This is an optimization exercise on Yosys and OpenROAD, whose aim is small area, a short achievable clock period and few clock cycles, not a production implementation.
In this exercise RTL edits were held to simulation tests only and were not proved equivalent to the original.
Power and IR drop assume default switching activity.

== before ==
==> flow/design.v (excerpt) <==
module fww_macro_cpu (
    input  wire        clk,
    input  wire        rst,           
    input  wire        start,         
    input  wire [11:0] start_pc,
    input  wire        ext_allowed,   
    output wire        busy,
    output wire        done,
    output wire [2:0]  status_code,
    output wire [15:0] status_info,
    output wire [15:0] acc,
    output wire [15:0] pc,
    output wire [15:0] ir,
    output wire        mem_req,
    output wire        mem_we,
    output wire [11:0] mem_addr,
    output wire [15:0] mem_wdata,
    input  wire        mem_ack,
    input  wire [15:0] mem_rdata
);
    localparam I_IDLE    = 0,
               I_DONE    = 1,
               I_FETCH   = 2,     
               I_DECODE  = 3,     
               I_OPREAD  = 4,     
               I_WRITE   = 5,     
               I_READ2   = 6,     
               I_NEXT    = 7,     
               I_MUL     = 8,
               I_DIV     = 9,
               I_NEXTMD  = 10,    
               I_NMDR    = 11,    
               I_REFETCH = 12,    
               I_JS2     = 13,    
               I_DZFIX   = 14,    
               I_DZREF   = 15;    
    localparam [2:0] ST_HALTED  = 3'd1,
                     ST_DIVZERO = 3'd2,
                     ST_EXTDIS  = 3'd3,
                     ST_ADDROOR = 3'd4;
    localparam [3:0] OP_LOAD = 4'd1,  OP_STORE = 4'd2,
                     OP_ADD = 4'd3,  OP_SUB = 4'd4,   OP_MUL = 4'd5,
                     OP_DIV = 4'd6,  OP_JUMP = 4'd7,  OP_JZ = 4'd8,
                     OP_JN = 4'd9,   OP_JSUB = 4'd10, OP_RET = 4'd11,
                     OP_LOADI = 4'd12, OP_LOADID = 4'd13;
    reg [15:0] st;
    reg [15:0] acc_r, pc_r, ir_r;
    reg [15:0] v_r;             
    reg [2:0]  st_code;
    reg        info_v;          
  ...
clock: 8.0 ns
lec_check: 0
cap_margin: 20
core_margin: 2
core_utilization: 40
setup_slack_margin: 4.6
slew_margin: 20
standard.sh (not shown) runs the stock make flow with config.mk's settings and CLKGATE_MAP_FILE= SYNTH_SCRIPT=/design/flow/synth_recipe.tcl, a recipe that flattens the netlist after the stock synthesis.
==> flow/flow/run.sh <==
#!/bin/bash
set -euo pipefail
cd "$(dirname "$0")/.."
export BUFFER_PORTS_ARGS="-buffer_cell sky130_fd_sc_hd__buf_1"
bash standard.sh > standard_make.log 2>&1
Testbench counts of before, summed over its fixed seeds: cycles 296,501.
## Diff of input files: after against before
--- a/flow/design.v
+++ b/flow/design.v
@@ -43,15 +43,14 @@
                      OP_DIV = 4'd6,  OP_JUMP = 4'd7,  OP_JZ = 4'd8,
                      OP_JN = 4'd9,   OP_JSUB = 4'd10, OP_RET = 4'd11,
                      OP_LOADI = 4'd12, OP_LOADID = 4'd13;
     reg [15:0] st;
     reg [15:0] acc_r, pc_r, ir_r;
     reg [15:0] v_r;             
     reg [2:0]  st_code;
-    reg        info_v;          
     reg        ext_r;
     reg        neg_r;           
     reg        yinv_r;          
     reg [3:0]  cnt;             
     reg        dsq_r;           
     reg        wd_pc;           
     reg        g_apc;           
@@ -112,24 +111,18 @@
     wire [15:0] add_x = x_ir ? (s_div ? {ir_r[14:0], acc_r[15]} : ir_r)
                              : (acc_r ^ {16{x_inv}});
     wire [15:0] add_y = (v_r ^ {16{y_inv}}) & {16{y_en}};
     wire [16:0] add_s = {1'b0, add_x} + {1'b0, add_y} + {16'd0, cin};
     wire        qbit  = ~add_s[15];    
     wire mul_last = (acc_r[15:1] == 15'd0);
     wire skip4    = (ir_r == 16'd0) && (acc_r[15:12] == 4'd0) && (cnt >= 4'd3);
-    wire i_opnd = st_code[1] & ~st_code[0];    
-    wire i_opc  = st_code[1] & st_code[0];     
-    wire i_pc   = ~st_code[1] & ~info_v;       
     assign busy        = ~s_idle & ~s_done;
     assign done        = s_done;
     assign status_code = st_code;
-    assign status_info = ({16{i_pc}}   & pc_r) |
-                         ({16{info_v}} & v_r) |
-                         ({16{i_opnd}} & {4'd0, operand}) |
-                         ({16{i_opc}}  & {12'd0, opcode});
+    assign status_info = v_r;
     assign acc         = acc_r;
     assign pc          = pc_r;
     assign ir          = ir_r;
     assign mem_req   = g_req | (g_reqpc & pc_ok);
     assign mem_we    = g_we;
     assign mem_addr  = ({12{g_apc}} & pc_r[11:0]) |
                        ({12{s_rd2}} & v_r[11:0]) |
@@ -209,31 +202,34 @@
             acc_r <= skip4 ? {acc_r[11:0], 4'd0} : {acc_r[14:0], qbit};
         if (o_ack & (o_mul | o_div))
             ir_r <= 16'd0;
         else if (f_ack | (s_ref & ack) | (s_dzr & ack))
             ir_r <= mem_rdata;
         else if ((s_mul & ~mul_last) | (s_div & ~skip4))
             ir_r <= add_s[15:0];
-        if (f_ack)
+        if ((f_ack & r_halt) | f_bad)
+            v_r <= pc_r;
+        else if (f_ack | (s_dzr & ack))
             v_r <= {4'd0, mem_rdata[11:0]};
         else if (o_ack | (s_rd2 & ack))
             v_r <= mem_rdata;
         else if (s_mul)
             v_r <= {v_r[14:0], 1'b0};
+        else if (d_bad)
+            v_r <= {12'd0, opcode};
         if (f_ack) begin
             dsq_r <= r_seq;
             wd_pc <= r_jsub;
         end
         if (o_ack) begin
             yinv_r <= o_sub | (o_div & ~mem_rdata[15]);
             neg_r  <= o_div & (acc_r[15] ^ mem_rdata[15]);
         end
         if (go | busy) begin
             st_code <= {f_bad | ld_bad, d_bad | (s_dzr & ack), (f_ack & r_halt) | d_bad};
-            info_v  <= ld_bad;
         end
         if (go)
             ext_r <= ext_allowed;
         if (o_ack & o_div)
             cnt <= 4'd15;
         else if (s_div)
             cnt <= cnt - (skip4 ? 4'd4 : 4'd1);
[summary]
As of after, cell area after technology mapping had fallen slightly compared to before. Against before as the reference, after delivers a lower die outline area. On sequential cell area, before and after are neck and neck. Route | after vs before | wire longer in after. after vs before on overall power: after is the lower one.
Testbench counts of after, summed over its fixed seeds: cycles 296,501.

[afterwards: timing with drivers on the ports]
The flow's constraints put no driver on any port. The routed layouts listed below were extracted and timed again, unchanged, in two steps.
Step 1 (the two cells are an assumption about what drives the block):
set clk [get_ports {clk}]
set_driving_cell -lib_cell sky130_fd_sc_hd__clkbuf_16 $clk
set_driving_cell -lib_cell sky130_fd_sc_hd__buf_2 [delete_from_list [all_inputs] $clk]
Step 2 also shifts input and output timing later by t, the mid clock arrival at the registers, as if the neighbouring blocks saw the same clock.
Three values: ideal ports, drivers, drivers and shift; two values: the first two.
run | t (ns) | slack for setup (ns) | worst setup path at the end
before | 0.409 | 4.583 / 4.569 / 4.202 | input to register
after | 0.395 | 4.704 / 4.687 / 4.330 | input to register
After both steps every run listed still meets setup and hold. For before, which loses most, drivers alone change the setup slack by -0.014 ns; drivers and shift together by -0.381 ns.
